Source: an optimization exercise on an open RTL-to-GDS flow (aim: small area, a short achievable clock period and few clock cycles per item). Production flows keep margins and buffers that such runs may drop.
Function was checked by simulation only, so behaviour that the tests miss may differ from the original.
Power and IR drop assume default switching activity.

Design bitw_core, start of the top module:
module bitw_core (
    input  wire        clk,
    input  wire        rst,           
    input  wire        cmd_valid,
    output wire        cmd_ready,
    input  wire [2:0]  cmd_op,
    input  wire [7:0]  cmd_n,         
    input  wire [31:0] cmd_arg,       
    input  wire [31:0] cmd_num,       
    input  wire [31:0] cmd_den,       
    output reg         rsp_valid,
    output reg  [2:0]  rsp_status,
    output reg  [31:0] rsp_val,
    output reg  [2:0]  rsp_nbytes,
    output reg  [31:0] rsp_bytes
);
    localparam [2:0] OP_INIT    = 3'd0,
                     OP_WRITE   = 3'd1,
                     OP_SIZE    = 3'd2,
                     OP_EXTRACT = 3'd3,
                     OP_CAP     = 3'd4;
    localparam [2:0] ST_OK       = 3'd0,
                     ST_RATE     = 3'd1,
                     ST_BITCOUNT = 3'd3,
                     ST_CAPACITY = 3'd4,
                     ST_ILLEGAL  = 3'd5;
    localparam [2:0] S_IDLE = 3'd0,    
                     S_WW   = 3'd1,    
                     S_XW   = 3'd2,    
                     S_I1   = 3'd3,    
                     S_IA   = 3'd4,    
                     S_IB   = 3'd5;    
    localparam [1:0] C_CAP = 2'd0,     
                     C_ARG = 2'd1,
                     C_NUM = 2'd2;
    reg [2:0]  state;
    reg [28:0] size_q;
    reg [28:0] cap_q;
    reg [7:1]  cb_q;        
    reg [2:0]  nb_q;
    reg [28:0] dq_q;        
    reg [3:0]  kp_q;        
    reg [30:0] den_q;
    reg [30:0] r_q;         
    reg [28:0] k_q;         
    reg        f32_q;       
    reg        f21_q;       
    reg        gst_q;       
    reg        gover_q;     
    reg [3:0]  gsat_q;      
    reg [2:0]  pk_q;
    reg [7:1]  pcb_q;
    reg [2:0]  pnb_q;
    reg        chained_q;
    reg        iok_q, irate_q, ierr_q, i32_q, i21_q, bf32_q, bf21_q;
    reg        lsm_q, lzero_q, lone_q;    
    reg        idir_q;                    
    reg [30:0] uR;
    reg [29:0] uQ;
  ...
For scale: about 370 flip-flops, about 180 I/O pins, ~43,000 um^2 of cells after synthesis.
Settings: LEC_CHECK=0, CAP_MARGIN=20, CORE_MARGIN=2, CORE_UTILIZATION=40, SETUP_SLACK_MARGIN=3.25, SLEW_MARGIN=20; clock period 8.0 ns.
standard.sh (not shown) runs the stock make flow with config.mk's settings and CLKGATE_MAP_FILE= SYNTH_SCRIPT=/design/flow/synth_recipe.tcl, a recipe that flattens the netlist after the stock synthesis.
==> flow/flow/run.sh <==
#!/bin/bash
# The standard layout, except that the port buffers are ordinary buf_4
# cells instead of the delay cells buffer_ports picks on its own.
set -euo pipefail
export BUFFER_PORTS_ARGS="-buffer_cell sky130_fd_sc_hd__buf_4"
bash standard.sh > standard.log 2>&1
Testbench counts at the start, summed over its fixed seeds: cycles 29,572, cmds 24,000.
Edit:
--- a/flow/design.v
+++ b/flow/design.v
@@ -163,15 +163,15 @@
     wire [3:0]  gsat_d = ((groom0[29:4] != 26'd0) | (groom0[3:0] == 4'hF)) ? 4'd15
                                                                           : groom0[3:0] + {3'd0, ginc};
     wire        gv2    = uvalid & gst_q;                   
     wire [3:0]  groom_s = gsat_q - kp_q;
     wire        gfit0   = ({1'b0, n6[5:3]} <= groom_s);
     wire        gfit1   = ({1'b0, n6[5:3]} + 4'd1 <= groom_s);
     wire        gbig    = lo4[3] ? gfit1 : gfit0;          
-    wire        groom_ok = (groom0[29:3] != 27'd0) | ({1'b0, groom0[2:0]} + {3'd0, ginc} >= {1'b0, pk_q});
+    wire        groom_ok = (gsat_q >= {1'b0, pk_q});       
     wire [2:0]  inc_r = (state == S_WW) ? pk_q : {2'b00, (nb_q != 3'd0)};
     wire [3:0]  size_lo  = {1'b0, size_q[2:0]} + {1'b0, inc_r};
     wire [3:0]  size_low = {1'b0, size_q[2:0]} + {1'b0, kin};
     wire [25:0] size_flip = size_q[28:3] ^ (size_q[28:3] + 26'd1);
     wire [28:0] size_inc = {size_q[28:3] ^ (size_flip & {26{size_lo[3]}}), size_lo[2:0]};
     wire [28:0] size_incw = {size_q[28:3] ^ (size_flip & {26{size_low[3]}}), size_low[2:0]};
     wire rate_bad = (cmd_den == 32'd0) | cmd_num[31] | (cmd_num <= cmd_den);
@@ -202,21 +202,21 @@
             end
             OP_EXTRACT: if (nb_q == 3'd0 || room_nz || (gv2 && !gover_q)) begin
                 cap_we = 1'b1; cap_d = size_inc;
             end
             default: ;
             endcase
         end
-        S_WW: if (uvalid) begin
+        S_WW: if (gv2) begin
             cap_we = 1'b1;
-            cap_d  = gover ? (chained_q ? rsp_val[28:0] : cap_q) : g_eff;
+            cap_d  = gover_q ? (chained_q ? rsp_val[28:0] : cap_q) : g_eff;
         end
-        S_XW: if (uvalid) begin
+        S_XW: if (gv2) begin
             cap_we = 1'b1;
-            cap_d  = gover ? cap_q : size_inc;
+            cap_d  = gover_q ? cap_q : size_inc;
         end
         S_I1: begin
             ustart = 1'b1;
             ustart_floor = ~(i32_q | i21_q);
             ustart_csel  = (i32_q | i21_q) ? C_ARG : C_NUM;
         end
         S_IA: if (uvalid) begin
@@ -389,16 +389,16 @@
                     lone_q  <= (cmd_arg == 32'd1);
                     if (rate_bad || l_bad)
                         iok_q <= 1'b1;
                     else
                         state <= S_I1;
                 end
             end
-            S_WW: if (uvalid) begin
-                if (gover) begin
+            S_WW: if (gv2) begin
+                if (gover_q) begin
                     rsp_valid  <= 1'b1;
                     rsp_status <= ST_CAPACITY;
                     rsp_val    <= 32'd0;
                     rsp_nbytes <= 3'd0;
                     rsp_bytes  <= 32'd0;
                     state      <= S_IDLE;
                 end else begin
@@ -412,18 +412,18 @@
                         rsp_valid  <= 1'b1;
                         rsp_status <= ST_OK;
                         rsp_val    <= 32'd0;
                         state      <= S_IDLE;
                     end
                 end
             end
-            S_XW: if (uvalid) begin
+            S_XW: if (gv2) begin
                 rsp_valid <= 1'b1;
                 state     <= S_IDLE;
-                if (gover) begin
+                if (gover_q) begin
                     rsp_status <= ST_CAPACITY;
                     rsp_val    <= 32'd0;
                     rsp_nbytes <= 3'd0;
                     rsp_bytes  <= 32'd0;
                 end else begin
                     size_q     <= size_inc;
                     dq_q       <= 29'd0;
=>
- The changed run finished with timing, DRC and antenna clean
- final area drops by a few percent
- cell count is lower by a few percent
- global-route usage came out lower by 1.6 points
- synthesized area is lower slightly
- core utilization decreases by 2.7 points
- worst hold slack gets worse by 0.028 ns
- via count goes down by a few percent
- routed wire length fell by a few percent
- clock skew barely changes
- die area is lower slightly
- register-to-register slack stays flat
- total power increases by roughly a tenth
- maximum frequency hardly moves
Testbench counts after the change, summed over its fixed seeds: cycles 30,215, cmds 24,000.

port drivers added, routing unchanged:
In the flow no input, the clock included, has a driving cell. The finished layouts below were timed again as built, in two steps. Step 1, drivers: a clkbuf_16 drives clk and a buf_2 each remaining input, both assumed. Step 2 also shifts input and output timing later by t, the mid clock arrival at the registers, as if the neighbouring blocks saw the same clock. a / b / c = ideal / step 1 / step 2; a / b = the first two.
| run | shift t [ns] | slack for setup (ns) | worst setup path after step 2 |
|---|---|---|---|
| the first run | 0.710 | 3.111 / 3.111 / 2.605 | input to register |
| the second run | 0.710 | 3.125 / 3.125 / 2.617 | input to register |
After both steps every run listed still meets setup and hold. For the second run, which loses most, drivers alone change the setup slack by 0.000 ns; drivers and shift together by -0.508 ns.
